What follows belongs to an exercise in optimizing a design on an open flow for small area, a short achievable clock period and few clock cycles per item; a production flow would make more cautious choices.
Only simulation tests tie the RTL to the original design; equivalence was not proved.

==> flow/design.v (outline; a module is shown in full before it is edited, if it fits) <==
// module yuv2rgb: 1160 lines
// module fa: 4 lines
// module ha: 4 lines
// module ao: 3 lines
// module aoa: 4 lines
module yuv2rgb (
    input  wire       clk,
    input  wire       rst,
    input  wire       in_valid,
    output wire       in_ready,
    input  wire [7:0] in_y,
    input  wire [7:0] in_u,
    input  wire [7:0] in_v,
    output wire       out_valid,
    input  wire       out_ready,
    output wire [7:0] out_r,
    output wire [7:0] out_g,
    output wire [7:0] out_b,
    output wire [7:0] out_luma
);
  // ...
==> flow/flow/run.sh <==
#!/bin/bash
# Standard ORFS layout (the standard.sh) with these changes in how it is made:
#  - the port buffers buffer_ports inserts are sky130_fd_sc_hd__buf_1 cells
#    (every input and output port still gets its own buffer);
#  - clock tree synthesis runs with its standard options but without dummy loads;
#  - timing repair is asked to leave 11.4 ns of setup slack at the design's
#    16 ns clock, so the resizer works on the critical paths.
# Clock period, I/O constraints and all other steps are the standard ones.
set -euo pipefail
export BUFFER_PORTS_ARGS="-buffer_cell sky130_fd_sc_hd__buf_1"
export CTS_ARGS="-sink_clustering_enable -repair_clock_nets -dont_use_dummy_load"
bash standard.sh SETUP_SLACK_MARGIN=11.4 finish > standard_flow.log 2>&1
==> flow/standard.sh <==
#!/bin/bash
# synth_recipe.tcl (not shown) runs the flow's synth.tcl, then flattens the netlist and writes it again
# the make line also repeats each setting of config.mk as NAME=value (left out here)
make -C /OpenROAD-flow-scripts/flow DESIGN_CONFIG=/design/flow/config.mk WORK_HOME=/design/flow/orfs CLKGATE_MAP_FILE= SYNTH_SCRIPT=/design/flow/synth_recipe.tcl "${@:-finish}"
==> flow/config.mk <==
export PLATFORM = sky130hd
export DESIGN_NAME = yuv2rgb
export DESIGN_NICKNAME = yuv2rgb
export VERILOG_FILES = /design/flow/design.v
export SDC_FILE = /design/flow/constraint.sdc
export NUM_CORES = 4
export LEC_CHECK = 0
export CAP_MARGIN = 20
export CORE_MARGIN = 2
export CORE_UTILIZATION = 55
export SLEW_MARGIN = 20
export SYNTH_HIERARCHICAL = 1
export SYNTH_MINIMUM_KEEP_SIZE = 0
==> flow/constraint.sdc <==
create_clock -name core_clock -period 16.0 [get_ports {clk}]
set_input_delay 3.2000 -clock core_clock [delete_from_list [all_inputs] [get_ports {clk}]]
set_output_delay 3.2000 -clock core_clock [all_outputs]
set_load 0.01 [all_outputs]
==> metrics.md, run 1 <==
| Metric | Value |
|---|---|
| Outcome | complete, no violations |
| Effective utilization at floorplan | 55.9% |
| Number of antenna violations at the first check in global routing | 1 |
| Aggregate negative setup slack | 0 ps |
| Total of fill cells in the finished design | 1,691 |
| WP data required | 16,090 ps |
| Part of the cycle the worst path needs | 29.2% |
| Pin count of the biggest net entering global routing | 46 |
| Standard cell area after detailed placement | 12,800 sq um |
| Inserted Clock Buffers | 9 |
| Final core area utilization | 64.8% |
| Number of global-route vias before repair | 8,636 |
| Die Footprint | 23,400 sq um |
| Family with the most delay on the worst path | adder cells |
| Crit path capture | s2_g[0]$_DFFE_PP_ |
| Cell type contributing the most total cell area after synthesis | sky130_fd_sc_hd__fa_1 |
| # Max-Cap Violations | 0 |
| Most frequently used cell type in the post-synthesis netlist | sky130_fd_sc_hd__fa_1 |
| Routed length per placed instance | 22.4 um |
| Number of flip-flops and latches | 108 |
| Yosys warns | 7 |
| Post-route setup slack | 11,330 ps |
Testbench counts, summed over its fixed seeds: cycles 16,024, items 16,000.
==> run 2: changes to the inputs <==
--- a/flow/design.v
+++ b/flow/design.v
@@ -1034,120 +1034,122 @@
 wire ql_w283, ql_w284;
 fa ql_w283_fa (.a(ql_w206), .b(ql_w245), .c(ql_w244), .s(ql_w283), .co(ql_w284));
 wire ql_w285, ql_w286;
 fa ql_w285_fa (.a(ql_w210), .b(ql_w247), .c(ql_w246), .s(ql_w285), .co(ql_w286));
 wire ql_w287, ql_w288;
 fa ql_w287_fa (.a(ql_w212), .b(ql_w249), .c(ql_w248), .s(ql_w287), .co(ql_w288));
 wire ql_w289 = 1'b1 ^ ql_w250;
 wire ql_w290 = 1'b1 & ql_w250;
-wire ql_f1 = ql_w213 & ql_w251;
-wire ql_f2 = ql_w213 | ql_w251;
-wire ql_f3 = ql_w253 & ql_w252;
-wire ql_f4 = ql_w253 | ql_w252;
-wire ql_f5 = ql_w255 & ql_w254;
-wire ql_f6 = ql_w255 | ql_w254;
-wire ql_f7 = ql_w257 & ql_w256;
-wire ql_f8 = ql_w257 | ql_w256;
-wire ql_f9 = ql_w259 & ql_w258;
-wire ql_f10 = ql_w259 | ql_w258;
-wire ql_f11 = ql_w261 & ql_w260;
-wire ql_f12 = ql_w261 | ql_w260;
-wire ql_f13 = ql_w263 & ql_w262;
-wire ql_f14 = ql_w263 | ql_w262;
-wire ql_f15 = ql_w265 & ql_w264;
-wire ql_f16 = ql_w265 | ql_w264;
-wire ql_f17 = ql_w267 & ql_w266;
-wire ql_f18 = ql_w267 | ql_w266;
-wire ql_f19 = ql_w269 & ql_w268;
-wire ql_f20 = ql_w269 | ql_w268;
-wire ql_f21 = ql_w271 & ql_w270;
-wire ql_f22 = ql_w271 | ql_w270;
-wire ql_f23 = ql_w273 & ql_w272;
-wire ql_f24 = ql_w273 | ql_w272;
+wire ql_f1 = ~(ql_w213 & ql_w251);
+wire ql_f2 = ~(ql_w213 | ql_w251);
+wire ql_f3 = ~(ql_w253 & ql_w252);
+wire ql_f4 = ~(ql_w253 | ql_w252);
+wire ql_f5 = ~(ql_w255 & ql_w254);
+wire ql_f6 = ~(ql_w255 | ql_w254);
+wire ql_f7 = ~(ql_w257 & ql_w256);
+wire ql_f8 = ~(ql_w257 | ql_w256);
+wire ql_f9 = ~(ql_w259 & ql_w258);
+wire ql_f10 = ~(ql_w259 | ql_w258);
+wire ql_f11 = ~(ql_w261 & ql_w260);
+wire ql_f12 = ~(ql_w261 | ql_w260);
+wire ql_f13 = ~(ql_w263 & ql_w262);
+wire ql_f14 = ~(ql_w263 | ql_w262);
+wire ql_f15 = ~(ql_w265 & ql_w264);
+wire ql_f16 = ~(ql_w265 | ql_w264);
+wire ql_f17 = ~(ql_w267 & ql_w266);
+wire ql_f18 = ~(ql_w267 | ql_w266);
+wire ql_f19 = ~(ql_w269 & ql_w268);
+wire ql_f20 = ~(ql_w269 | ql_w268);
+wire ql_f21 = ~(ql_w271 & ql_w270);
+wire ql_f22 = ~(ql_w271 | ql_w270);
+wire ql_f23 = ~(ql_w273 & ql_w272);
+wire ql_f24 = ~(ql_w273 | ql_w272);
 wire ql_f25;
-ao ql_f25_m (.g1(ql_f3), .p1(ql_f4), .g0(ql_f1), .g(ql_f25));
+oaig ql_f25_m (.gn1(ql_f3), .pn1(ql_f4), .gn0(ql_f1), .g(ql_f25));
 wire ql_f26, ql_f27;
-aoa ql_f26_m (.g1(ql_f7), .p1(ql_f8), .g0(ql_f5), .p0(ql_f6), .g(ql_f26), .p(ql_f27));
+oai ql_f26_m (.gn1(ql_f7), .pn1(ql_f8), .gn0(ql_f5), .pn0(ql_f6), .g(ql_f26), .p(ql_f27));
 wire ql_f28, ql_f29;
-aoa ql_f28_m (.g1(ql_f11), .p1(ql_f12), .g0(ql_f9), .p0(ql_f10), .g(ql_f28), .p(ql_f29));
+oai ql_f28_m (.gn1(ql_f11), .pn1(ql_f12), .gn0(ql_f9), .pn0(ql_f10), .g(ql_f28), .p(ql_f29));
 wire ql_f30, ql_f31;
-aoa ql_f30_m (.g1(ql_f15), .p1(ql_f16), .g0(ql_f13), .p0(ql_f14), .g(ql_f30), .p(ql_f31));
+oai ql_f30_m (.gn1(ql_f15), .pn1(ql_f16), .gn0(ql_f13), .pn0(ql_f14), .g(ql_f30), .p(ql_f31));
 wire ql_f32, ql_f33;
-aoa ql_f32_m (.g1(ql_f19), .p1(ql_f20), .g0(ql_f17), .p0(ql_f18), .g(ql_f32), .p(ql_f33));
+oai ql_f32_m (.gn1(ql_f19), .pn1(ql_f20), .gn0(ql_f17), .pn0(ql_f18), .g(ql_f32), .p(ql_f33));
 wire ql_f34, ql_f35;
-aoa ql_f34_m (.g1(ql_f23), .p1(ql_f24), .g0(ql_f21), .p0(ql_f22), .g(ql_f34), .p(ql_f35));
+oai ql_f34_m (.gn1(ql_f23), .pn1(ql_f24), .gn0(ql_f21), .pn0(ql_f22), .g(ql_f34), .p(ql_f35));
 wire ql_f36;
-ao ql_f36_m (.g1(ql_f26), .p1(ql_f27), .g0(ql_f25), .g(ql_f36));
+aoig ql_f36_m (.g1(ql_f26), .p1(ql_f27), .g0(ql_f25), .gn(ql_f36));
 wire ql_f37, ql_f38;
-aoa ql_f37_m (.g1(ql_f30), .p1(ql_f31), .g0(ql_f28), .p0(ql_f29), .g(ql_f37), .p(ql_f38));
+aoi ql_f37_m (.g1(ql_f30), .p1(ql_f31), .g0(ql_f28), .p0(ql_f29), .gn(ql_f37), .pn(ql_f38));
 wire ql_f39, ql_f40;
-aoa ql_f39_m (.g1(ql_f34), .p1(ql_f35), .g0(ql_f32), .p0(ql_f33), .g(ql_f39), .p(ql_f40));
+aoi ql_f39_m (.g1(ql_f34), .p1(ql_f35), .g0(ql_f32), .p0(ql_f33), .gn(ql_f39), .pn(ql_f40));
 wire ql_f41;
-ao ql_f41_m (.g1(ql_f37), .p1(ql_f38), .g0(ql_f36), .g(ql_f41));
-wire ql_f42;
-ao ql_f42_m (.g1(ql_f39), .p1(ql_f40), .g0(ql_f41), .g(ql_f42));
-wire ql_f43 = ql_w275 & ql_w274;
-wire ql_f44 = ql_w275 ^ ql_w274;
-wire ql_f45 = ql_w277 & ql_w276;
-wire ql_f46 = ql_w277 ^ ql_w276;
-wire ql_f47 = ql_w279 & ql_w278;
-wire ql_f48 = ql_w279 ^ ql_w278;
-wire ql_f49 = ql_w281 & ql_w280;
-wire ql_f50 = ql_w281 ^ ql_w280;
-wire ql_f51 = ql_w283 & ql_w282;
-wire ql_f52 = ql_w283 ^ ql_w282;
-wire ql_f53 = ql_w285 & ql_w284;
-wire ql_f54 = ql_w285 ^ ql_w284;
-wire ql_f55 = ql_w287 & ql_w286;
-wire ql_f56 = ql_w287 ^ ql_w286;
-wire ql_f57 = ql_w289 & ql_w288;
-wire ql_f58 = ql_w289 ^ ql_w288;
-wire ql_f59, ql_f60;
-aoa ql_f59_m (.g1(ql_f45), .p1(ql_f46), .g0(ql_f43), .p0(ql_f44), .g(ql_f59), .p(ql_f60));
-wire ql_f61, ql_f62;
-aoa ql_f61_m (.g1(ql_f49), .p1(ql_f50), .g0(ql_f47), .p0(ql_f48), .g(ql_f61), .p(ql_f62));
-wire ql_f63, ql_f64;
-aoa ql_f63_m (.g1(ql_f53), .p1(ql_f54), .g0(ql_f51), .p0(ql_f52), .g(ql_f63), .p(ql_f64));
-wire ql_f65, ql_f66;
-aoa ql_f65_m (.g1(ql_f57), .p1(ql_f58), .g0(ql_f55), .p0(ql_f56), .g(ql_f65), .p(ql_f66));
-wire ql_f67, ql_f68;
-aoa ql_f67_m (.g1(ql_f61), .p1(ql_f62), .g0(ql_f59), .p0(ql_f60), .g(ql_f67), .p(ql_f68));
-wire ql_f69, ql_f70;
-aoa ql_f69_m (.g1(ql_f65), .p1(ql_f66), .g0(ql_f63), .p0(ql_f64), .g(ql_f69), .p(ql_f70));
-wire ql_f71, ql_f72;
-aoa ql_f71_m (.g1(ql_f69), .p1(ql_f70), .g0(ql_f67), .p0(ql_f68), .g(ql_f71), .p(ql_f72));
-wire ql_f73, ql_f74;
-aoa ql_f73_m (.g1(ql_f63), .p1(ql_f64), .g0(ql_f67), .p0(ql_f68), .g(ql_f73), .p(ql_f74));
-wire ql_f75, ql_f76;
-aoa ql_f75_m (.g1(ql_f47), .p1(ql_f48), .g0(ql_f59), .p0(ql_f60), .g(ql_f75), .p(ql_f76));
-wire ql_f77, ql_f78;
-aoa ql_f77_m (.g1(ql_f51), .p1(ql_f52), .g0(ql_f67), .p0(ql_f68), .g(ql_f77), .p(ql_f78));
-wire ql_f79, ql_f80;
-aoa ql_f79_m (.g1(ql_f55), .p1(ql_f56), .g0(ql_f73), .p0(ql_f74), .g(ql_f79), .p(ql_f80));
-wire ql_f81 = ~ql_f44;
-wire ql_f82 = ql_f46 ^ ql_f43;
-wire ql_f83 = ql_f46 ^ (ql_f43 | ql_f44);
-wire ql_f84 = ql_f48 ^ ql_f59;
-wire ql_f85 = ql_f48 ^ (ql_f59 | ql_f60);
-wire ql_f86 = ql_f50 ^ ql_f75;
-wire ql_f87 = ql_f50 ^ (ql_f75 | ql_f76);
-wire ql_f88 = ql_f52 ^ ql_f67;
-wire ql_f89 = ql_f52 ^ (ql_f67 | ql_f68);
-wire ql_f90 = ql_f54 ^ ql_f77;
-wire ql_f91 = ql_f54 ^ (ql_f77 | ql_f78);
-wire ql_f92 = ql_f56 ^ ql_f73;
-wire ql_f93 = ql_f56 ^ (ql_f73 | ql_f74);
-wire ql_f94 = ql_f58 ^ ql_f79;
-wire ql_f95 = ql_f58 ^ (ql_f79 | ql_f80);
-wire [7:0] ql_s0 = {ql_f94, ql_f92, ql_f90, ql_f88, ql_f86, ql_f84, ql_f82, ql_f44};
-wire [7:0] ql_s1 = {ql_f95, ql_f93, ql_f91, ql_f89, ql_f87, ql_f85, ql_f83, ql_f81};
+oaig ql_f41_m (.gn1(ql_f37), .pn1(ql_f38), .gn0(ql_f36), .g(ql_f41));
+wire ql_f42 = ~ql_f41;
+wire ql_f43;
+oaig ql_f43_m (.gn1(ql_f39), .pn1(ql_f40), .gn0(ql_f42), .g(ql_f43));
+wire ql_f44 = ~(ql_w275 & ql_w274);
+wire ql_f45 = ~(ql_w275 ^ ql_w274);
+wire ql_f46 = ~(ql_w277 & ql_w276);
+wire ql_f47 = ~(ql_w277 ^ ql_w276);
+wire ql_f48 = ~(ql_w279 & ql_w278);
+wire ql_f49 = ~(ql_w279 ^ ql_w278);
+wire ql_f50 = ~(ql_w281 & ql_w280);
+wire ql_f51 = ~(ql_w281 ^ ql_w280);
+wire ql_f52 = ~(ql_w283 & ql_w282);
+wire ql_f53 = ~(ql_w283 ^ ql_w282);
+wire ql_f54 = ~(ql_w285 & ql_w284);
+wire ql_f55 = ~(ql_w285 ^ ql_w284);
+wire ql_f56 = ~(ql_w287 & ql_w286);
+wire ql_f57 = ~(ql_w287 ^ ql_w286);
+wire ql_f58 = ~(ql_w289 & ql_w288);
+wire ql_f59 = ~(ql_w289 ^ ql_w288);
+wire ql_f60, ql_f61;
+oai ql_f60_m (.gn1(ql_f46), .pn1(ql_f47), .gn0(ql_f44), .pn0(ql_f45), .g(ql_f60), .p(ql_f61));
+wire ql_f62, ql_f63;
+oai ql_f62_m (.gn1(ql_f48), .pn1(ql_f49), .gn0(ql_f46), .pn0(ql_f47), .g(ql_f62), .p(ql_f63));
+wire ql_f64, ql_f65;
+oai ql_f64_m (.gn1(ql_f50), .pn1(ql_f51), .gn0(ql_f48), .pn0(ql_f49), .g(ql_f64), .p(ql_f65));
+wire ql_f66, ql_f67;
+oai ql_f66_m (.gn1(ql_f52), .pn1(ql_f53), .gn0(ql_f50), .pn0(ql_f51), .g(ql_f66), .p(ql_f67));
+wire ql_f68, ql_f69;
+oai ql_f68_m (.gn1(ql_f54), .pn1(ql_f55), .gn0(ql_f52), .pn0(ql_f53), .g(ql_f68), .p(ql_f69));
+wire ql_f70, ql_f71;
+oai ql_f70_m (.gn1(ql_f56), .pn1(ql_f57), .gn0(ql_f54), .pn0(ql_f55), .g(ql_f70), .p(ql_f71));
+wire ql_f72, ql_f73;
+oai ql_f72_m (.gn1(ql_f58), .pn1(ql_f59), .gn0(ql_f56), .pn0(ql_f57), .g(ql_f72), .p(ql_f73));
+wire ql_f74 = ~ql_f44;
+wire ql_f75 = ~ql_f45;
+wire ql_f76, ql_f77;
+aoi ql_f76_m (.g1(ql_f62), .p1(ql_f63), .g0(ql_f74), .p0(ql_f75), .gn(ql_f76), .pn(ql_f77));
+wire ql_f78, ql_f79;
+aoi ql_f78_m (.g1(ql_f64), .p1(ql_f65), .g0(ql_f60), .p0(ql_f61), .gn(ql_f78), .pn(ql_f79));
+wire ql_f80, ql_f81;
+aoi ql_f80_m (.g1(ql_f66), .p1(ql_f67), .g0(ql_f62), .p0(ql_f63), .gn(ql_f80), .pn(ql_f81));
+wire ql_f82, ql_f83;
+aoi ql_f82_m (.g1(ql_f68), .p1(ql_f69), .g0(ql_f64), .p0(ql_f65), .gn(ql_f82), .pn(ql_f83));
+wire ql_f84, ql_f85;
+aoi ql_f84_m (.g1(ql_f70), .p1(ql_f71), .g0(ql_f66), .p0(ql_f67), .gn(ql_f84), .pn(ql_f85));
+wire ql_f86, ql_f87;
+aoi ql_f86_m (.g1(ql_f72), .p1(ql_f73), .g0(ql_f68), .p0(ql_f69), .gn(ql_f86), .pn(ql_f87));
+wire ql_f88, ql_f89;
+oai ql_f88_m (.gn1(ql_f80), .pn1(ql_f81), .gn0(ql_f44), .pn0(ql_f45), .g(ql_f88), .p(ql_f89));
+wire ql_f90 = ~ql_f82;
+wire ql_f91 = ~ql_f83;
+wire ql_f92, ql_f93;
+aoi ql_f92_m (.g1(ql_f90), .p1(ql_f91), .g0(ql_f60), .p0(ql_f61), .gn(ql_f92), .pn(ql_f93));
+wire ql_f94, ql_f95;
+oai ql_f94_m (.gn1(ql_f84), .pn1(ql_f85), .gn0(ql_f76), .pn0(ql_f77), .g(ql_f94), .p(ql_f95));
+wire ql_f96, ql_f97;
+oai ql_f96_m (.gn1(ql_f86), .pn1(ql_f87), .gn0(ql_f78), .pn0(ql_f79), .g(ql_f96), .p(ql_f97));
+wire [7:0] ql_s0 = {(~ql_f59 ^ ql_f94), (~ql_f57 ^ (~ql_f92)), (~ql_f55 ^ ql_f88), (~ql_f53 ^ (~ql_f78)), (~ql_f51 ^ (~ql_f76)), (~ql_f49 ^ ql_f60), (~ql_f47 ^ (~ql_f44)), (~ql_f45)};
+wire [7:0] ql_s1 = {(~ql_f59 ^ (ql_f94 | ql_f95)), (~ql_f57 ^ ((~ql_f92) | (~ql_f93))), (~ql_f55 ^ (ql_f88 | ql_f89)), (~ql_f53 ^ ((~ql_f78) | (~ql_f79))), (~ql_f51 ^ ((~ql_f76) | (~ql_f77))), (~ql_f49 ^ (ql_f60 | ql_f61)), (~ql_f47 ^ ((~ql_f44) | (~ql_f45))), ql_f45};
 wire [7:0] ql_c0 = ql_s0[7:0];
 wire [7:0] ql_c1 = ql_s1[7:0];
-wire [7:0] ql_c = ql_f42 ? ql_c1 : ql_c0;
+wire [7:0] ql_c = ql_f43 ? ql_c1 : ql_c0;
     reg       s3_v;
     reg [7:0] s3_r, s3_g, s3_b, s3_l;
     always @(posedge clk) begin
         if (rst) s3_v <= 1'b0;
         else if (adv) s3_v <= s2_v;
         if (adv) begin
             s3_r <= s2_r; s3_g <= s2_g; s3_b <= s2_b; s3_l <= ql_c;
         end
@@ -1168,8 +1170,22 @@
 endmodule
 module ao (input wire g1, input wire p1, input wire g0, output wire g);
     assign g = g1 | (p1 & g0);
 endmodule
 module aoa (input wire g1, input wire p1, input wire g0, input wire p0, output wire g, output wire p);
     assign g = g1 | (p1 & g0);
     assign p = p1 & p0;
 endmodule
+module aoi (input wire g1, input wire p1, input wire g0, input wire p0, output wire gn, output wire pn);
+    assign gn = ~(g1 | (p1 & g0));
+    assign pn = ~(p1 & p0);
+endmodule
+module aoig (input wire g1, input wire p1, input wire g0, output wire gn);
+    assign gn = ~(g1 | (p1 & g0));
+endmodule
+module oai (input wire gn1, input wire pn1, input wire gn0, input wire pn0, output wire g, output wire p);
+    assign g = ~(gn1 & (pn1 | gn0));
+    assign p = ~(pn1 | pn0);
+endmodule
+module oaig (input wire gn1, input wire pn1, input wire gn0, output wire g);
+    assign g = ~(gn1 & (pn1 | gn0));
+endmodule
==> flow/flow/run.sh (replaced) <==
#!/bin/bash
# Standard ORFS layout (the standard.sh) with two changes in how it is made:
#  - the port buffers buffer_ports inserts are sky130_fd_sc_hd__buf_1 cells
#    (every input and output port still gets its own buffer);
#  - timing repair is asked to leave 11.0 ns of setup slack at the design's
#    16 ns clock, so the resizer works on the critical paths.
# Clock period, I/O constraints and all other steps are the standard ones.
set -euo pipefail
export BUFFER_PORTS_ARGS="-buffer_cell sky130_fd_sc_hd__buf_1"
bash standard.sh SETUP_SLACK_MARGIN=11.6 finish > standard_flow.log 2>&1
==> flow/config.mk (replaced) <==
export PLATFORM = sky130hd
export DESIGN_NAME = yuv2rgb
export DESIGN_NICKNAME = yuv2rgb
export VERILOG_FILES = /design/flow/design.v
export SDC_FILE = /design/flow/constraint.sdc
export NUM_CORES = 4
export LEC_CHECK = 0
export CAP_MARGIN = 20
export CORE_MARGIN = 2
export CORE_UTILIZATION = 40
export SLEW_MARGIN = 20
export SYNTH_HIERARCHICAL = 1
export SYNTH_MINIMUM_KEEP_SIZE = 0
==> run 2 against run 1 <==
Net effect:
- critical endpoint unchanged
- cell area is 1.7% higher
- critical path depth is 4 higher
- count of clock-buffer cells in the layout stayed put
==> metrics.md, run 2 <==
| Metric | Value |
|---|---|
| Detailed placement HPWL | 21,900 um (was 23,800 um) |
| H-Tree Depth | 3 (unchanged) |
| Hold Violations, Final | 0 (unchanged) |
| Worst setup skew after layout | 14.4 ps (was 36.2 ps) |
| Height of the chip | 179 um (was 153 um) |
| First-pass GRT wire length | 46,100 um (was 49,200 um) |
| CP endpoint kind | flip-flop (unchanged) |
| Main area contributors after synthesis | sky130_fd_sc_hd__fa_1, sky130_fd_sc_hd__edfxtp_1, sky130_fd_sc_hd__ha_1, sky130_fd_sc_hd__a21o_1, sky130_fd_sc_hd__dfxtp_1 (was sky130_fd_sc_hd__fa_1, sky130_fd_sc_hd__edfxtp_1, sky130_fd_sc_hd__ha_1, sky130_fd_sc_hd__a21o_1, sky130_fd_sc_hd__and2_1) |
| Hold_buf cts | 0 (unchanged) |
| Register bit total from synthesis | 108 (unchanged) |
| Shortest clock period the worst path allows after layout | 4550 ps (was 4670 ps) |
| Multi-input gate area | 9110 sq um (was 9190 sq um) |
| Crit-path max cell delay | 610 ps (was 620 ps) |
| CTS clock-pin slew for the worst setup and hold paths | 80 ps (was 100 ps) |
| Post-synthesis net count | 1,328 (was 1,300) |
| # Max-Cap Violations | 0 (unchanged) |
| Core area | 30,300 sq um (was 21,800 sq um) |
| Worst slew pin tran | 638 ps (was 607 ps) |
| EDFF count, synth | 80 (unchanged) |
| Drt first-iter violations | 352 (was 493) |
| CTS tree | done (unchanged) |
| Max Clock Freq | 220 MHz (was 214 MHz) |
| Aggregate negative setup slack | 0 ps (unchanged) |
| Most frequently used cell type in the post-synthesis netlist | sky130_fd_sc_hd__fa_1 (unchanged) |
| Most frequent standard cell in the layout excluding fill and tap cells | sky130_fd_sc_hd__fa_1 (unchanged) |
| Storage cell area | 2960 sq um (about the same) |
| Count of clock tree sinks | 108 (unchanged) |
| Share of cells above drive strength 1 | 22.2% (was 23.3%) |
| Total via count after detailed routing | 7,708 (was 7,829) |
| Inserted Clock Buffers | 9 (unchanged) |
| Commonest cells after routing, fill and taps aside | sky130_fd_sc_hd__fa_1, sky130_fd_sc_hd__ha_1, sky130_fd_sc_hd__buf_4 (was sky130_fd_sc_hd__fa_1, sky130_fd_sc_hd__and2_1, sky130_fd_sc_hd__buf_4) |
| Post-route antenna net violation count | 0 (unchanged) |
| Post-route DRC | 0 (unchanged) |
| # IOs | 62 (unchanged) |
| Total grt overflow | 0 (unchanged) |
| Final setup violating endpoints | 0 (unchanged) |
| Synth-to-Final Area Change | 17.4% (was 15.9%) |
| Number of vias per cell | 5.04 (was 5.67) |
| Number of slew-limit violations in the final report | 0 (unchanged) |
| WP data required | 16,110 ps (was 16,090 ps) |
| Antenna Diode Count | 0 (unchanged) |
| Average cell area after synthesis | 12.8 sq um (was 13.1 sq um) |
| Horizontal die dimension | 179 um (was 153 um) |
| Critical Path Slowest Stage Cell | sky130_fd_sc_hd__fa_1 (unchanged) |
| Max-Slew Margin vs Limit | 57.1% (was 59.2%) |
| Number of library cell types mapped by synthesis | 33 (was 32) |
| Number of port buffers | 61 (unchanged) |
| Maximum buffer depth of the clock tree | 2 (unchanged) |
| Ys async rst share | 0% (unchanged) |
| Part of the cycle the worst path needs | 28.4% (was 29.2%) |
| Area fraction of the dominant cell type after synthesis | 41.2% (was 41.3%) |
| Total of fill cells in the finished design | 2,745 (was 1,691) |
| Mapped cell area | 12,300 sq um (was 12,200 sq um) |
| Pin count of the biggest net entering global routing | 87 (was 46) |
| Insertion delay of the later-clocked pin in the worst-skew pair | 370 ps (was 380 ps) |
| Overall routed net length | 28,800 um (was 31,000 um) |
| Family with the most delay on the worst path | adder cells (unchanged) |
| Yosys warns | 7 (unchanged) |
| Critical Path Source Type | flip-flop (unchanged) |
| Setup CP Type | flip-flop to flip-flop (unchanged) |
| Die Footprint | 32,100 sq um (was 23,400 sq um) |
| Clk root buf | sky130_fd_sc_hd__clkbuf_16 (unchanged) |
| Most frequently used flop master after synthesis | sky130_fd_sc_hd__edfxtp_1 (unchanged) |
| Sequential cell area fraction in the yosys report | 24.2% (was 24.3%) |
| Synthesized instance count | 959 (was 931) |
| Synth cell count leaders | sky130_fd_sc_hd__fa_1, sky130_fd_sc_hd__inv_1, sky130_fd_sc_hd__ha_1 (was sky130_fd_sc_hd__fa_1, sky130_fd_sc_hd__and2_1, sky130_fd_sc_hd__a21o_1) |
| Critical path data arrival time | 4660 ps (was 4760 ps) |
| Routed length per placed instance | 18.9 um (was 22.4 um) |
| Gp weighted congestion | 0.902 (was 0.954) |
| Outcome | complete, no violations (unchanged) |
| Number of global-route vias before repair | 8,461 (was 8,636) |
| Placement Rows | 64 (was 54) |
| Classification of the worst-slack hold path | flip-flop to flip-flop (unchanged) |
| Nets | 1,496 (was 1,472) |
| Unrepaired setup endpoints after global routing | true (unchanged) |
| CP max FO | 7 (unchanged) |
| Number of antenna violations at the first check in global routing | 0 (was 1) |
| Cell type contributing the most total cell area after synthesis | sky130_fd_sc_hd__fa_1 (unchanged) |
| Effective utilization at floorplan | 40.4% (was 55.9%) |
| Buffers plus inverters on the worst setup path | 5 (was 1) |
| Detailed-routing iteration count for the pre-antenna-repair pass | 4 (was 5) |
| GRT Overall Usage | 19.3% (was 28.0%) |
| List of cells traversed by the critical path | buf_4, inv_4, ha_1, inv_1, fa_1, fa_1, fa_1, inv_1, ha_1, and2_1, and2_1, and2_4, and2_1, o21ai_4, inv_2, o22ai_2, a221oi_2 (was fa_1, fa_1, fa_1, fa_1, ha_4, a21o_1, a21o_1, a21o_4, a21o_4, o21ai_4, inv_4, o22ai_1, a221oi_2) |
run 2: routing by layer:
| layer | vias to the layer above | share of wire (%) | track usage (%) | wire length [um] |
|---|---|---|---|---|
| li1 | 3478 | - | - | - |
| met1 | 3990 | 44 | 26.2 | 12700 |
| met2 | 200 | 49 | 31.7 | 14000 |
| met3 | 40 | 5.1 | 3.82 | 1470 |
| met4 | 0 | 2.4 | 5.49 | 689 |
| met5 | - | 0 | 0 | 0 |
run 2: kinds of logic (layout without fill, tap and decap cells):
kind of cell | count (synthesis) | in the layout | synth area share [%]
multiplexers | 25 | 25 | 2.29
buffers and inverters | 108 | 281 | 3.47
adder cells (fa/ha/maj) | 341 | 341 | 50.2
flip-flops | 108 | 108 | 24.2
AO/OA/AOI/OAI | 151 | 151 | 8.63
AND/OR/NAND/NOR | 181 | 181 | 7.93
XOR/XNOR | 45 | 45 | 3.28
run 2: metrics by stage:
step	hold WS, ps	setup WS (ps)	utilization (%)	cell area (sq um)	cells
final	460	11450	47.4	14400	1528
after global routing	490	11330	47.4	14400	1528
after CTS	465	11480	46.3	14100	1507
after detailed placement	453	10890	42.9	13000	1415
after global placement	455	10890	42.9	13000	1415
after floorplan	426	11580	-	12300	959
run 2: cell type report:
cell class	count	share of cell area [%]
Inverter	104	3.01
Sequential cell	108	20.6
Clock buffer	9	1.56
Tap cell	396	3.44
Clock inverter	7	0.565
Timing Repair Buffer	161	7.49
Multi-Input combinational cell	743	63.3
run 2: path summary, 6_finish.rpt:
check / endpoint / slack (ps) / depth (start not counted) / startpoint
hold / removal: s3_v$_SDFFE_PP0P_ / 460 / 2 / s2_v$_SDFFE_PP0P_
hold reg to reg: s3_v$_SDFFE_PP0P_ / 460 / 2 / s2_v$_SDFFE_PP0P_
setup reg to reg: s2_g[0]$_DFFE_PP_ / 11450 / 17 / s1_u[5]$_DFFE_PP_
setup / recovery: s2_g[0]$_DFFE_PP_ / 11450 / 17 / s1_u[5]$_DFFE_PP_
run 2: what timing repair did:
| item | in CTS | in global routing |
|---|---|---|
| setup endpoints to repair | 33 | 32 |
| pin swaps | 29 | 24 |
| buffers inserted | 76 | 20 |
| gates resized for setup | 42 | 37 |
run 2: Yosys stat by module, one instance, submodules excluded, a selection:
| module | cells | times used | flip-flops and latches | area, sq um |
|---|---|---|---|---|
| fa | 1 | 252 | 0 | 20.0 |
| aoa | 2 | 54 | 0 | 13.8 |
| yuv2rgb | 490 | 1 | 108 | 5540 |
| aoi | 2 | 8 | 0 | 12.5 |
| oai | 2 | 13 | 0 | 12.5 |
| ha | 1 | 35 | 0 | 12.5 |
| ao | 1 | 28 | 0 | 7.51 |
| aoig | 1 | 1 | 0 | 8.76 |
run 2: worst min-delay path: stages, from the launching register on:
cell and delay (ps):
sky130_fd_sc_hd__dfxtp_1 300, sky130_fd_sc_hd__inv_1 60, sky130_fd_sc_hd__a21oi_1 50
Testbench counts of run 2, summed over its fixed seeds: cycles 16,024, items 16,000.
==> run 3: changes to the inputs <==
--- a/flow/flow/run.sh
+++ b/flow/flow/run.sh
@@ -7,4 +7,4 @@
 # Clock period, I/O constraints and all other steps are the standard ones.
 set -euo pipefail
 export BUFFER_PORTS_ARGS="-buffer_cell sky130_fd_sc_hd__buf_1"
-bash standard.sh SETUP_SLACK_MARGIN=11.6 finish > standard_flow.log 2>&1
+bash standard.sh SETUP_SLACK_MARGIN=11.8 finish > standard_flow.log 2>&1
==> run 3 against run 2 <==
Net effect:
- critical endpoint is now s3_l[2]$_DFFE_PP_
- register-to-register slack better by 60 ps
- synthesized area unchanged
- still clean
- largest cell class unchanged
- synthesized cell count unchanged
- flip-flop and latch count unchanged
- hold slack better by 6.3 ps
- routed wire length up 3.4%
- cell area up 1.3%
==> metrics.md, run 3 <==
| Metric | Value |
|---|---|
| Register bit total from synthesis | 108 (unchanged) |
| CTS tree | done (unchanged) |
| Commonest cells after routing, fill and taps aside | sky130_fd_sc_hd__fa_1, sky130_fd_sc_hd__buf_4, sky130_fd_sc_hd__inv_1 (was sky130_fd_sc_hd__fa_1, sky130_fd_sc_hd__ha_1, sky130_fd_sc_hd__buf_4) |
| Synth-to-Final Area Change | 18.9% (was 17.4%) |
| Cell type contributing the most total cell area after synthesis | sky130_fd_sc_hd__fa_1 (unchanged) |
| Synthesized instance count | 959 (unchanged) |
| Worst Hold Launch | s2_v$_SDFFE_PP0P_ (unchanged) |
| Average cell area after synthesis | 12.8 sq um (unchanged) |
| Most frequently used cell type in the post-synthesis netlist | sky130_fd_sc_hd__fa_1 (unchanged) |
| Most frequent standard cell in the layout excluding fill and tap cells | sky130_fd_sc_hd__fa_1 (unchanged) |
| # Max-Cap Violations | 0 (unchanged) |
| Hold Violations, Final | 0 (unchanged) |
| Worst slew pin tran | 646 ps (was 638 ps) |
| Multi-input gate area | 9230 sq um (was 9110 sq um) |
| Setup CP Type | flip-flop to flip-flop (unchanged) |
| Number of vias per cell | 5.09 (was 5.04) |
| GRT Overall Usage | 20.1% (was 19.3%) |
| H-Tree Depth | 3 (unchanged) |
| WP data required | 16,120 ps (was 16,110 ps) |
| Max Clock Freq | 223 MHz (was 220 MHz) |
| Post-synthesis net count | 1,328 (unchanged) |
| Count of clock tree sinks | 108 (unchanged) |
| Worst setup skew after layout | 13.6 ps (was 14.4 ps) |
| Classification of the worst-slack hold path | flip-flop to flip-flop (unchanged) |
| Most frequently used flop master after synthesis | sky130_fd_sc_hd__edfxtp_1 (unchanged) |
| Pin count of the biggest net entering global routing | 44 (was 87) |
| Overall routed net length | 29,800 um (was 28,800 um) |
| Worst-case hold path end point | s3_v$_SDFFE_PP0P_ (unchanged) |
| Main area contributors after synthesis | sky130_fd_sc_hd__fa_1, sky130_fd_sc_hd__edfxtp_1, sky130_fd_sc_hd__ha_1, sky130_fd_sc_hd__a21o_1, sky130_fd_sc_hd__dfxtp_1 (unchanged) |
| Detailed-routing iteration count for the pre-antenna-repair pass | 5 (was 4) |
| Storage cell area | 2970 sq um (was 2960 sq um) |
| Number of library cell types mapped by synthesis | 33 (unchanged) |
| Ys async rst share | 0% (unchanged) |
| Hold_buf cts | 0 (unchanged) |
| Total grt overflow | 0 (unchanged) |
| Worst reg2reg path depth | 15 (was 17) |
| Share of cells above drive strength 1 | 23.9% (was 22.2%) |
| Core area | 30,300 sq um (unchanged) |
| Gp weighted congestion | 0.936 (was 0.902) |
| Total via count after detailed routing | 7,817 (was 7,708) |
| Part of the cycle the worst path needs | 28.0% (was 28.4%) |
| Clk root buf | sky130_fd_sc_hd__clkbuf_16 (unchanged) |
| # IOs | 62 (unchanged) |
| First-pass GRT wire length | 47,800 um (was 46,100 um) |
| Number of global-route vias before repair | 8,551 (was 8,461) |
| Aggregate negative setup slack | 0 ps (unchanged) |
| Worst R2R Setup Slack | 11,510 ps (was 11,450 ps) |
| Mapped cell area | 12,300 sq um (unchanged) |
| Yosys warns | 7 (unchanged) |
| Final setup violating endpoints | 0 (unchanged) |
| Post-route DRC | 0 (unchanged) |
| Worst Hold Path Cells | 2 (unchanged) |
| Outcome | complete, no violations (unchanged) |
| Critical Path Source Type | flip-flop (unchanged) |
| Area fraction of the dominant cell type after synthesis | 41.2% (unchanged) |
| CP endpoint kind | flip-flop (unchanged) |
| Number of slew-limit violations in the final report | 0 (unchanged) |
| Placement Rows | 64 (unchanged) |
| Antenna Diode Count | 0 (unchanged) |
| Number of antenna violations at the first check in global routing | 1 (was 0) |
| Nets | 1,503 (was 1,496) |
| Worst reg2reg endpoint | s3_l[2]$_DFFE_PP_ (was s2_g[0]$_DFFE_PP_) |
| Maximum buffer depth of the clock tree | 2 (unchanged) |
| Die Footprint | 32,100 sq um (unchanged) |
| Shortest clock period the worst path allows after layout | 4490 ps (was 4550 ps) |
| Critical path data arrival time | 4600 ps (was 4660 ps) |
| CTS clock-pin slew for the worst setup and hold paths | 80 ps (about the same) |
| CP max FO | 5 (was 7) |
| Insertion delay of the later-clocked pin in the worst-skew pair | 370 ps (about the same) |
| Effective utilization at floorplan | 40.4% (unchanged) |
| Sequential cell area fraction in the yosys report | 24.2% (unchanged) |
| Reg2reg start | s2_r[2]$_SDFFCE_PP0P_ (was s1_u[5]$_DFFE_PP_) |
| Max-Slew Margin vs Limit | 56.9% (was 57.1%) |
| Drt first-iter violations | 511 (was 352) |
| EDFF count, synth | 80 (unchanged) |
| Horizontal die dimension | 179 um (unchanged) |
| Inserted Clock Buffers | 9 (unchanged) |
| Number of port buffers | 61 (unchanged) |
| Height of the chip | 179 um (unchanged) |
| Total of fill cells in the finished design | 2,679 (was 2,745) |
| Synth cell count leaders | sky130_fd_sc_hd__fa_1, sky130_fd_sc_hd__inv_1, sky130_fd_sc_hd__ha_1 (unchanged) |
| Routed length per placed instance | 19.4 um (was 18.9 um) |
| Post-route antenna net violation count | 0 (unchanged) |
| Unrepaired setup endpoints after global routing | true (unchanged) |
| Detailed placement HPWL | 22,300 um (was 21,900 um) |
==> run 3: cell families (layout without fill, tap and decap cells) <==
logic type	after synthesis	after routing	share of synthesized area, %
DFF	108	108	24.2
muxes	25	25	2.29
AOI/OAI and AO/OA	151	151	8.63
buffers and inverters	108	287	3.47
and+or+nand+nor	181	182	7.93
xor gates and xnor gates	45	45	3.28
adders and majority gates	341	341	50.2
==> run 3: worst max-delay path, cell delays in order, from the launching register on <==
cell and delay (ps):
sky130_fd_sc_hd__edfxtp_1 460, sky130_fd_sc_hd__buf_6 180, sky130_fd_sc_hd__fa_1 550, sky130_fd_sc_hd__fa_1 450
sky130_fd_sc_hd__fa_2 560, sky130_fd_sc_hd__fa_1 430, sky130_fd_sc_hd__fa_1 520, sky130_fd_sc_hd__nor2_1 40
sky130_fd_sc_hd__nor2_1 130, sky130_fd_sc_hd__a21oi_2 80, sky130_fd_sc_hd__o21ai_1 130, sky130_fd_sc_hd__inv_1 80
sky130_fd_sc_hd__o21ai_4 260, sky130_fd_sc_hd__buf_4 160, sky130_fd_sc_hd__a21oi_1 70, sky130_fd_sc_hd__xnor2_1 130
==> run 3: final cells by class <==
class	instances	area share [%]
Clock inverter	7	0.575
Multi-Input combinational cell	744	63.4
Sequential cell	108	20.4
Clock buffer	9	1.55
Timing Repair Buffer	167	7.80
Tap cell	396	3.40
Inverter	104	2.95
==> run 3: routing by layer <==
layer / GRT usage (%) / vias to the layer above / share of wire [%]
li1: - / 3501 / -
met1: 27.4 / 4045 / 44
met2: 32.5 / 229 / 48
met3: 4.83 / 42 / 6.0
met4: 5.01 / 0 / 2.0
met5: 0 / - / 0
==> run 3: worst max path at each step <==
stage,slack (ps),from,cells past startpoint,end
floorplan,11580,s1_u[6]$_DFFE_PP_,14,s2_g[0]$_DFFE_PP_
global placement,10850,s1_u[7]$_DFFE_PP_,13,s2_g[5]$_DFFE_PP_
detailed placement,10840,s1_u[7]$_DFFE_PP_,13,s2_g[5]$_DFFE_PP_
CTS,11500,s2_r[2]$_SDFFCE_PP0P_,15,s3_l[1]$_DFFE_PP_
global route,11310,s2_r[2]$_SDFFCE_PP0P_,15,s3_l[2]$_DFFE_PP_
finish,11510,s2_r[2]$_SDFFCE_PP0P_,15,s3_l[2]$_DFFE_PP_
==> run 3: repair_timing <==
| item | 4_1_cts | 5_1_grt |
|---|---|---|
| pin swaps | 22 | 28 |
| cloned | 2 | 0 |
| buffers inserted | 83 | 18 |
| setup endpoints to repair | 78 | 34 |
| resized for setup | 41 | 55 |
==> run 3: modules after synthesis, one instance, submodules excluded <==
| module | times used | flip-flops and latches | area, sq um |
|---|---|---|---|
| yuv2rgb | 1 | 108 | 5540 |
| aoig | 1 | 0 | 8.76 |
| ha | 35 | 0 | 12.5 |
| aoi | 8 | 0 | 12.5 |
| aoa | 54 | 0 | 13.8 |
| oai | 13 | 0 | 12.5 |
| oaig | 3 | 0 | 5.00 |
| ao | 28 | 0 | 7.51 |
| fa | 252 | 0 | 20.0 |
==> run 3: per-stage QoR <==
step / setup WS (ps) / cell area, sq um / cells / hold WS (ps) / utilization (%)
4_1_cts: 11500 / 14200 / 1517 / 469 / 46.8
3_5_place_dp: 10840 / 13100 / 1416 / 458 / 43.0
6_report: 11510 / 14600 / 1535 / 466 / 48.0
5_1_grt: 11310 / 14600 / 1535 / 478 / 48.0
2_1_floorplan: 11580 / 12300 / 959 / 426 / -
3_3_place_gp: 10850 / 13100 / 1416 / 452 / 43.0
==> run 4: changes to the inputs <==
--- a/flow/config.mk
+++ b/flow/config.mk
@@ -11,3 +11,4 @@
 export SLEW_MARGIN = 20
 export SYNTH_HIERARCHICAL = 1
 export SYNTH_MINIMUM_KEEP_SIZE = 0
+export TNS_END_PERCENT = 10
==> run 4 against run 3 <==
Net effect:
- still clean on timing, DRC and antenna
- hold slack lost 2.5 ps
- flip-flop and latch count unchanged
- synthesized cell count is the same
- routed wire length shrank 3.6%
- critical path depth unchanged
- synthesized area is the same
- global-route usage is 0.56 points lower
- first-iteration DRC count shrank 42%
==> metrics.md, run 4 <==
| Metric | Value |
|---|---|
| H-Tree Depth | 3 (unchanged) |
| EDFF count, synth | 80 (unchanged) |
| # IOs | 62 (unchanged) |
| Synth cell count leaders | sky130_fd_sc_hd__fa_1, sky130_fd_sc_hd__inv_1, sky130_fd_sc_hd__ha_1 (unchanged) |
| Shortest clock period the worst path allows after layout | 4510 ps (was 4490 ps) |
| Reg2reg start | s1_u[7]$_DFFE_PP_ (was s2_r[2]$_SDFFCE_PP0P_) |
| Most frequently used cell type in the post-synthesis netlist | sky130_fd_sc_hd__fa_1 (unchanged) |
| Worst setup skew after layout | 18.4 ps (was 13.6 ps) |
| Routed length per placed instance | 18.9 um (was 19.4 um) |
| CTS clock-pin slew for the worst setup and hold paths | 80 ps (about the same) |
| Total via count after detailed routing | 7,575 (was 7,817) |
| Antenna Diode Count | 0 (unchanged) |
| Number of library cell types mapped by synthesis | 33 (unchanged) |
| Share of cells above drive strength 1 | 21.1% (was 23.9%) |
| Unrepaired setup endpoints after global routing | true (unchanged) |
| Detailed-routing iteration count for the pre-antenna-repair pass | 5 (unchanged) |
| Mapped cell area | 12,300 sq um (unchanged) |
| Clk root buf | sky130_fd_sc_hd__clkbuf_16 (unchanged) |
| Core area | 30,300 sq um (unchanged) |
| Height of the chip | 179 um (unchanged) |
| Setup CP Type | flip-flop to flip-flop (unchanged) |
| Synth-to-Final Area Change | 16.1% (was 18.9%) |
| Final core area utilization | 46.9% (was 48.0%) |
| Classification of the worst-slack hold path | flip-flop to flip-flop (unchanged) |
| Detailed placement HPWL | 21,800 um (was 22,300 um) |
| Post-route antenna net violation count | 0 (unchanged) |
| Max Clock Freq | 222 MHz (was 223 MHz) |
| Most frequent standard cell in the layout excluding fill and tap cells | sky130_fd_sc_hd__fa_1 (unchanged) |
| Total grt overflow | 0 (unchanged) |
| Post-synthesis net count | 1,328 (unchanged) |
| Yosys warns | 7 (unchanged) |
| Worst R2R Setup Slack | 11,490 ps (was 11,510 ps) |
| Number of global-route vias before repair | 8,433 (was 8,551) |
| CTS tree | done (unchanged) |
| Setup slack after placement | 10,890 ps (was 10,840 ps) |
| Max-Slew Margin vs Limit | 54.2% (was 56.9%) |
| Area fraction of the dominant cell type after synthesis | 41.2% (unchanged) |
| Ys async rst share | 0% (unchanged) |
| Sequential cell area fraction in the yosys report | 24.2% (unchanged) |
| Main area contributors after synthesis | sky130_fd_sc_hd__fa_1, sky130_fd_sc_hd__edfxtp_1, sky130_fd_sc_hd__ha_1, sky130_fd_sc_hd__a21o_1, sky130_fd_sc_hd__dfxtp_1 (unchanged) |
| Hold Violations, Final | 0 (unchanged) |
| Effective utilization at floorplan | 40.4% (unchanged) |
| Worst-case hold path end point | s3_v$_SDFFE_PP0P_ (unchanged) |
| Commonest cells after routing, fill and taps aside | sky130_fd_sc_hd__fa_1, sky130_fd_sc_hd__ha_1, sky130_fd_sc_hd__inv_1 (was sky130_fd_sc_hd__fa_1, sky130_fd_sc_hd__buf_4, sky130_fd_sc_hd__inv_1) |
| Aggregate negative setup slack | 0 ps (unchanged) |
| Worst Hold Launch | s2_v$_SDFFE_PP0P_ (unchanged) |
| Overall routed net length | 28,700 um (was 29,800 um) |
| Outcome | complete, no violations (unchanged) |
| GRT Overall Usage | 19.6% (was 20.1%) |
| Number of vias per cell | 4.99 (was 5.09) |
| Gp weighted congestion | 0.915 (was 0.936) |
| Pin count of the biggest net entering global routing | 87 (was 44) |
| Post-route setup slack | 11,490 ps (was 11,510 ps) |
| Worst reg2reg endpoint | s2_g[0]$_DFFE_PP_ (was s3_l[2]$_DFFE_PP_) |
| Nets | 1,485 (was 1,503) |
| Number of slew-limit violations in the final report | 0 (unchanged) |
| Number of antenna violations at the first check in global routing | 0 (was 1) |
| Inserted Clock Buffers | 9 (unchanged) |
| Worst Hold Path Cells | 2 (unchanged) |
| Cell type contributing the most total cell area after synthesis | sky130_fd_sc_hd__fa_1 (unchanged) |
| Critical path data arrival time | 4620 ps (was 4600 ps) |
| Synthesized instance count | 959 (unchanged) |
| Drt first-iter violations | 294 (was 511) |
| Horizontal die dimension | 179 um (unchanged) |
| Placement Rows | 64 (unchanged) |
| Worst slew pin tran | 682 ps (was 646 ps) |
| Die Footprint | 32,100 sq um (unchanged) |
| Critical Path Source Type | flip-flop (unchanged) |
| Worst reg2reg path depth | 15 (unchanged) |
| First-pass GRT wire length | 46,600 um (was 47,800 um) |
| Maximum buffer depth of the clock tree | 2 (unchanged) |
| Part of the cycle the worst path needs | 28.2% (was 28.0%) |
| Insertion delay of the later-clocked pin in the worst-skew pair | 370 ps (about the same) |
| WP data required | 16,110 ps (was 16,120 ps) |
| Post-route DRC | 0 (unchanged) |
| Number of port buffers | 61 (unchanged) |
| CP max FO | 5 (unchanged) |
| Total of fill cells in the finished design | 2,692 (was 2,679) |
| CP endpoint kind | flip-flop (unchanged) |
| Most frequently used flop master after synthesis | sky130_fd_sc_hd__edfxtp_1 (unchanged) |
| Average cell area after synthesis | 12.8 sq um (unchanged) |
| Count of clock tree sinks | 108 (unchanged) |
| Final setup violating endpoints | 0 (unchanged) |
| # Max-Cap Violations | 0 (unchanged) |
| Hold_buf cts | 0 (unchanged) |
| Register bit total from synthesis | 108 (unchanged) |
[run 4: how the worst max path moves through the flow]
stage / start / endpoint / slack, ps
floorplan: s1_u[6]$_DFFE_PP_ / s2_g[0]$_DFFE_PP_ / 11580
global placement: s1_u[7]$_DFFE_PP_ / s2_g[5]$_DFFE_PP_ / 10860
detailed placement: s1_u[7]$_DFFE_PP_ / s2_g[5]$_DFFE_PP_ / 10890
CTS: s2_r[2]$_SDFFCE_PP0P_ / s3_l[1]$_DFFE_PP_ / 11510
global route: s1_u[7]$_DFFE_PP_ / s2_g[0]$_DFFE_PP_ / 11310
finish: s1_u[7]$_DFFE_PP_ / s2_g[0]$_DFFE_PP_ / 11490
[run 4: cells by family (layout without fill, tap and decap cells)]
| logic type | count (synthesis) | count (layout) | share of synthesized area, % |
|---|---|---|---|
| compound gates | 151 | 151 | 8.63 |
| xor+xnor | 45 | 45 | 3.28 |
| fa+ha+maj | 341 | 341 | 50.2 |
| buf+inv | 108 | 270 | 3.47 |
| flops | 108 | 108 | 24.2 |
| mux | 25 | 25 | 2.29 |
| simple gates | 181 | 181 | 7.93 |
[run 4: worst max-delay path: stages (launching register included)]
cell,delay [ps]
sky130_fd_sc_hd__edfxtp_1,450
sky130_fd_sc_hd__buf_6,160
sky130_fd_sc_hd__fa_1,470
sky130_fd_sc_hd__fa_1,510
sky130_fd_sc_hd__fa_1,510
sky130_fd_sc_hd__fa_2,600
sky130_fd_sc_hd__ha_4,230
sky130_fd_sc_hd__and2_1,150
sky130_fd_sc_hd__a21o_1,190
sky130_fd_sc_hd__a21o_1,200
sky130_fd_sc_hd__a21o_1,210
sky130_fd_sc_hd__buf_6,130
sky130_fd_sc_hd__nand2b_4,70
sky130_fd_sc_hd__o211ai_1,100
sky130_fd_sc_hd__a21oi_1,220
sky130_fd_sc_hd__a221oi_2,50
[run 4: layout make-up]
cell class                 instances  area, sq um  share of cell area [%]
timing repair buffer             150          960                    6.74
tap                              396          495                    3.48
inverter                         104          429                    3.02
clock buffer                       9          225                    1.58
sequential                       108         2970                    20.8
multi-input combinational        743         9070                    63.7
clock inverter                     7         83.8                   0.589
[run 4: timing repair]
item,4_1_cts,5_1_grt
pin swaps,40,19
setup endpoints to repair,34,33
setup buffers,76,9
endpoints found under the hold margin,0,0
gates resized for setup,42,24
[run 4: metrics by stage]
step / hold WS [ps] / instance area, sq um / cells
global placement: 448 / 13000 / 1415
CTS: 467 / 14100 / 1507
detailed placement: 456 / 13000 / 1415
floorplan: 426 / 12300 / 959
global route: 475 / 14200 / 1517
finish: 463 / 14200 / 1517
[run 4: Yosys stat by module, one instance, submodules excluded]
module   cells inside  flip-flops and latches  copies in the design
aoa                 2                       0                    54
yuv2rgb           490                     108                     1
ao                  1                       0                    28
oaig                1                       0                     3
fa                  1                       0                   252
oai                 2                       0                    13
aoi                 2                       0                     8
aoig                1                       0                     1
ha                  1                       0                    35
[run 4: metal layers]
metal  vias up  GRT usage [%]  part of all wire (%)
met4         0           3.79                   1.5
met3        34           4.47                   5.8
met5         -              0                     0
met2       203           32.0                    48
met1      3880           26.8                    45
li1       3458              -                     -
==> run 5: changes to the inputs <==
--- a/flow/config.mk
+++ b/flow/config.mk
@@ -7,8 +7,7 @@
 export LEC_CHECK = 0
 export CAP_MARGIN = 20
 export CORE_MARGIN = 2
-export CORE_UTILIZATION = 40
+export CORE_UTILIZATION = 50
 export SLEW_MARGIN = 20
 export SYNTH_HIERARCHICAL = 1
 export SYNTH_MINIMUM_KEEP_SIZE = 0
-export TNS_END_PERCENT = 10
==> run 5 against run 4 <==
Net effect:
- maximum frequency is 0.68% higher
- clock skew is 2.2 ps lower
- hold slack better by 1.7 ps
- sequential share of layout area is 0.44 points lower
- first-iteration DRC count is 63% higher
- non-clock buffer count is 18 higher
- highest routed layer unchanged
==> metrics.md, run 5 <==
| Metric | Value |
|---|---|
| Outcome | complete, no violations (unchanged) |
| Gp weighted congestion | 0.933 (was 0.915) |
| Effective utilization at floorplan | 50.7% (was 40.4%) |
| Number of antenna violations at the first check in global routing | 0 (unchanged) |
| Max Clock Freq | 223 MHz (was 222 MHz) |
| Register bit total from synthesis | 108 (unchanged) |
| Post-route DRC | 0 (unchanged) |
| Number of cells after detailed placement | 1,349 (was 1,415) |
| Reg2reg start | s2_r[0]$_SDFFCE_PP0P_ (was s1_u[7]$_DFFE_PP_) |
| Crit path from | s2_r[0]$_SDFFCE_PP0P_ (was s1_u[7]$_DFFE_PP_) |
| Mapped cell area | 12,300 sq um (unchanged) |
| CP max FO | 5 (unchanged) |
| Count of clock tree sinks | 108 (unchanged) |
| Non-filler cells in the finished layout | 1,463 (was 1,517) |
| Storage cell area | 2970 sq um (unchanged) |
| Die Footprint | 25,800 sq um (was 32,100 sq um) |
| Clk root buf | sky130_fd_sc_hd__clkbuf_16 (unchanged) |
| Most frequent standard cell in the layout excluding fill and tap cells | sky130_fd_sc_hd__fa_1 (unchanged) |
| Aggregate negative setup slack | 0 ps (unchanged) |
| Synth cell count leaders | sky130_fd_sc_hd__fa_1, sky130_fd_sc_hd__inv_1, sky130_fd_sc_hd__ha_1 (unchanged) |
| Number of library cell types mapped by synthesis | 33 (unchanged) |
| Detailed-routing iteration count for the pre-antenna-repair pass | 5 (unchanged) |
| Overall routed net length | 29,600 um (was 28,700 um) |
| Maximum buffer depth of the clock tree | 2 (unchanged) |
| Ys async rst share | 0% (unchanged) |
| Horizontal die dimension | 161 um (was 179 um) |
| Final setup violating endpoints | 0 (unchanged) |
| Total via count after detailed routing | 7,735 (was 7,575) |
| # IOs | 62 (unchanged) |
| Insertion delay of the later-clocked pin in the worst-skew pair | 370 ps (about the same) |
| Synthesized instance count | 959 (unchanged) |
| Commonest cells after routing, fill and taps aside | sky130_fd_sc_hd__fa_1, sky130_fd_sc_hd__buf_4, sky130_fd_sc_hd__a21o_1, sky130_fd_sc_hd__edfxtp_1 (was sky130_fd_sc_hd__fa_1, sky130_fd_sc_hd__ha_1, sky130_fd_sc_hd__inv_1) |
| Total grt overflow | 0 (unchanged) |
| CTS tree | done (unchanged) |
| EDFF count, synth | 80 (unchanged) |
| Setup CP Type | flip-flop to flip-flop (unchanged) |
| Worst Hold Launch | s2_v$_SDFFE_PP0P_ (unchanged) |
| Number of vias per cell | 5.29 (was 4.99) |
| Yosys warns | 7 (unchanged) |
| CP endpoint kind | flip-flop (unchanged) |
| GRT Overall Usage | 25.0% (was 19.6%) |
| Post-synthesis net count | 1,328 (unchanged) |
| Unrepaired setup endpoints after global routing | true (unchanged) |
| Main area contributors after synthesis | sky130_fd_sc_hd__fa_1, sky130_fd_sc_hd__edfxtp_1, sky130_fd_sc_hd__ha_1, sky130_fd_sc_hd__a21o_1, sky130_fd_sc_hd__dfxtp_1 (unchanged) |
| Most frequently used flop master after synthesis | sky130_fd_sc_hd__edfxtp_1 (unchanged) |
| Synth-to-Final Area Change | 18.6% (was 16.1%) |
| Number of port buffers | 61 (unchanged) |
| Classification of the worst-slack hold path | flip-flop to flip-flop (unchanged) |
| Pin count of the biggest net entering global routing | 87 (unchanged) |
| Height of the chip | 161 um (was 179 um) |
| Core area | 24,200 sq um (was 30,300 sq um) |
| Critical Path Source Type | flip-flop (unchanged) |
| Max-Slew Margin vs Limit | 47.3% (was 54.2%) |
| H-Tree Depth | 3 (unchanged) |
| Worst slew pin tran | 790 ps (was 682 ps) |
| First-pass GRT wire length | 48,100 um (was 46,600 um) |
| Multi-input gate area | 9220 sq um (was 9070 sq um) |
| Post-Route Hold Slack | 465 ps (was 463 ps) |
| Most frequently used cell type in the post-synthesis netlist | sky130_fd_sc_hd__fa_1 (unchanged) |
| Detailed placement HPWL | 22,100 um (was 21,800 um) |
| Share of cells above drive strength 1 | 24.5% (was 21.1%) |
| Hold Violations, Final | 0 (unchanged) |
| Worst setup skew after layout | 16.2 ps (was 18.4 ps) |
| Part of the cycle the worst path needs | 28.0% (was 28.2%) |
| Routed length per placed instance | 20.2 um (was 18.9 um) |
| Number of slew-limit violations in the final report | 0 (unchanged) |
| Area fraction of the dominant cell type after synthesis | 41.2% (unchanged) |
| Number of global-route vias before repair | 8,539 (was 8,433) |
| Nets | 1,503 (was 1,485) |
| Placement Rows | 57 (was 64) |
| Drt first-iter violations | 478 (was 294) |
| Post-route antenna net violation count | 0 (unchanged) |
| Cell type contributing the most total cell area after synthesis | sky130_fd_sc_hd__fa_1 (unchanged) |
| Inserted Clock Buffers | 9 (unchanged) |
| Antenna Diode Count | 0 (unchanged) |
| Sequential cell area fraction in the yosys report | 24.2% (unchanged) |
| WP data required | 16,130 ps (was 16,110 ps) |
| Critical path data arrival time | 4610 ps (was 4620 ps) |
| # Max-Cap Violations | 0 (unchanged) |
| Average cell area after synthesis | 12.8 sq um (unchanged) |
| CTS clock-pin slew for the worst setup and hold paths | 90 ps (was 80 ps) |
| Shortest clock period the worst path allows after layout | 4480 ps (was 4510 ps) |
| Total of fill cells in the finished design | 1,961 (was 2,692) |
## run 5: cells by family after synthesis
kind of cell | share of synthesized area (%)
flip-flops | 24.2
buffers and inverters | 3.47
multiplexers | 2.29
adder cells (fa/ha/maj) | 50.2
XOR/XNOR | 3.28
AO/OA/AOI/OAI | 8.63
AND/OR/NAND/NOR | 7.93
## run 5: worst max-delay path, stage by stage, from the launching register on
cell and delay [ps]:
sky130_fd_sc_hd__edfxtp_1 540, sky130_fd_sc_hd__fa_1 570, sky130_fd_sc_hd__fa_1 460, sky130_fd_sc_hd__fa_1 520
sky130_fd_sc_hd__fa_1 520, sky130_fd_sc_hd__fa_1 510, sky130_fd_sc_hd__nor2_1 60, sky130_fd_sc_hd__nor2_1 110
sky130_fd_sc_hd__a21oi_2 70, sky130_fd_sc_hd__o21ai_2 160, sky130_fd_sc_hd__inv_2 60, sky130_fd_sc_hd__o21ai_4 280
sky130_fd_sc_hd__inv_4 90, sky130_fd_sc_hd__mux2i_1 190, sky130_fd_sc_hd__xnor2_1 80
## run 5: routing by layer
layer  vias up  share of wire (%)  global-route usage (%)
li1       3499                  -                       -
met1      3941                 45                    35.9
met4         0                1.7                    5.45
met2       262                 46                    38.5
met5         -                  0                       0
met3        33                7.7                    6.97
## run 5: worst paths after layout
path	slack, ps	end	cells after the start
max	11520	s3_l[1]$_DFFE_PP_	14
min	470	s3_v$_SDFFE_PP0P_	2
max reg2reg	11520	s3_l[1]$_DFFE_PP_	14
min reg2reg	470	s3_v$_SDFFE_PP0P_	2
## run 5: modules after synthesis (local to each module, per instance)
module	flip-flops and latches	cell area, sq um	cells inside
oai	0	12.5	2
aoig	0	8.76	1
yuv2rgb	108	5540	490
aoi	0	12.5	2
ao	0	7.51	1
aoa	0	13.8	2
fa	0	20.0	1
ha	0	12.5	1
oaig	0	5.00	1
## run 5: metrics by stage
stage	utilization, %	instance area, sq um	worst slack, ps
2_1_floorplan	-	12300	11580
3_3_place_gp	53.8	13000	10940
3_5_place_dp	53.8	13000	10940
4_1_cts	58.8	14200	11520
5_1_grt	60.1	14500	11390
6_report	60.1	14500	11520
## run 5: what timing repair did
item                       4_1_cts  5_1_grt
buffers inserted                80       17
gates resized for setup         70       44
gates cloned                     1        0
pin swaps                       37       41
setup endpoints to repair      115       34
hold buffers                     0        0
## run 5: layout make-up
cell class              instances  share of cell area, %
clock inverters                 7                  0.577
clock buffers                   9                   1.55
well taps                     324                   2.79
inverters                     104                   3.12
flip-flops and latches        108                   20.4
repair buffers                168                   8.10
multi-input cells             743                   63.5

## re-timing with driven ports
No port has a modelled driver above. Below, the same layouts with a new extraction and two added sets of constraints.
Step 1 (the two cells are an assumption about what drives the block):
set clk [get_ports {clk}]
set_driving_cell -lib_cell sky130_fd_sc_hd__clkbuf_16 $clk
set_driving_cell -lib_cell sky130_fd_sc_hd__buf_2 [delete_from_list [all_inputs] $clk]
Step 2 moves the port delays by t, midway between the first and last clock arrival at a register: inputs arrive t later, outputs are due t later. That takes back most of the time a late clock gives input paths.
a / b / c = ideal / step 1 / step 2; a / b = the first two.
run | t, ns | setup WS [ns] | worst register clock-pin slew, ns
run 1 | 0.404 | 11.330 / 11.330 / 11.221 | 0.10 / 0.10
run 2 | 0.405 | 11.453 / 11.453 / 11.453 | 0.09 / 0.09
run 3 | 0.410 | 11.513 / 11.513 / 11.513 | 0.09 / 0.09
run 4 | 0.411 | 11.487 / 11.487 / 11.487 | 0.09 / 0.09
run 5 | 0.413 | 11.517 / 11.517 / 11.517 | 0.09 / 0.09
After both steps setup and hold are still met in every run listed. For run 1, which loses most, drivers alone change the setup slack by 0.000 ns; drivers and shift together by -0.109 ns.
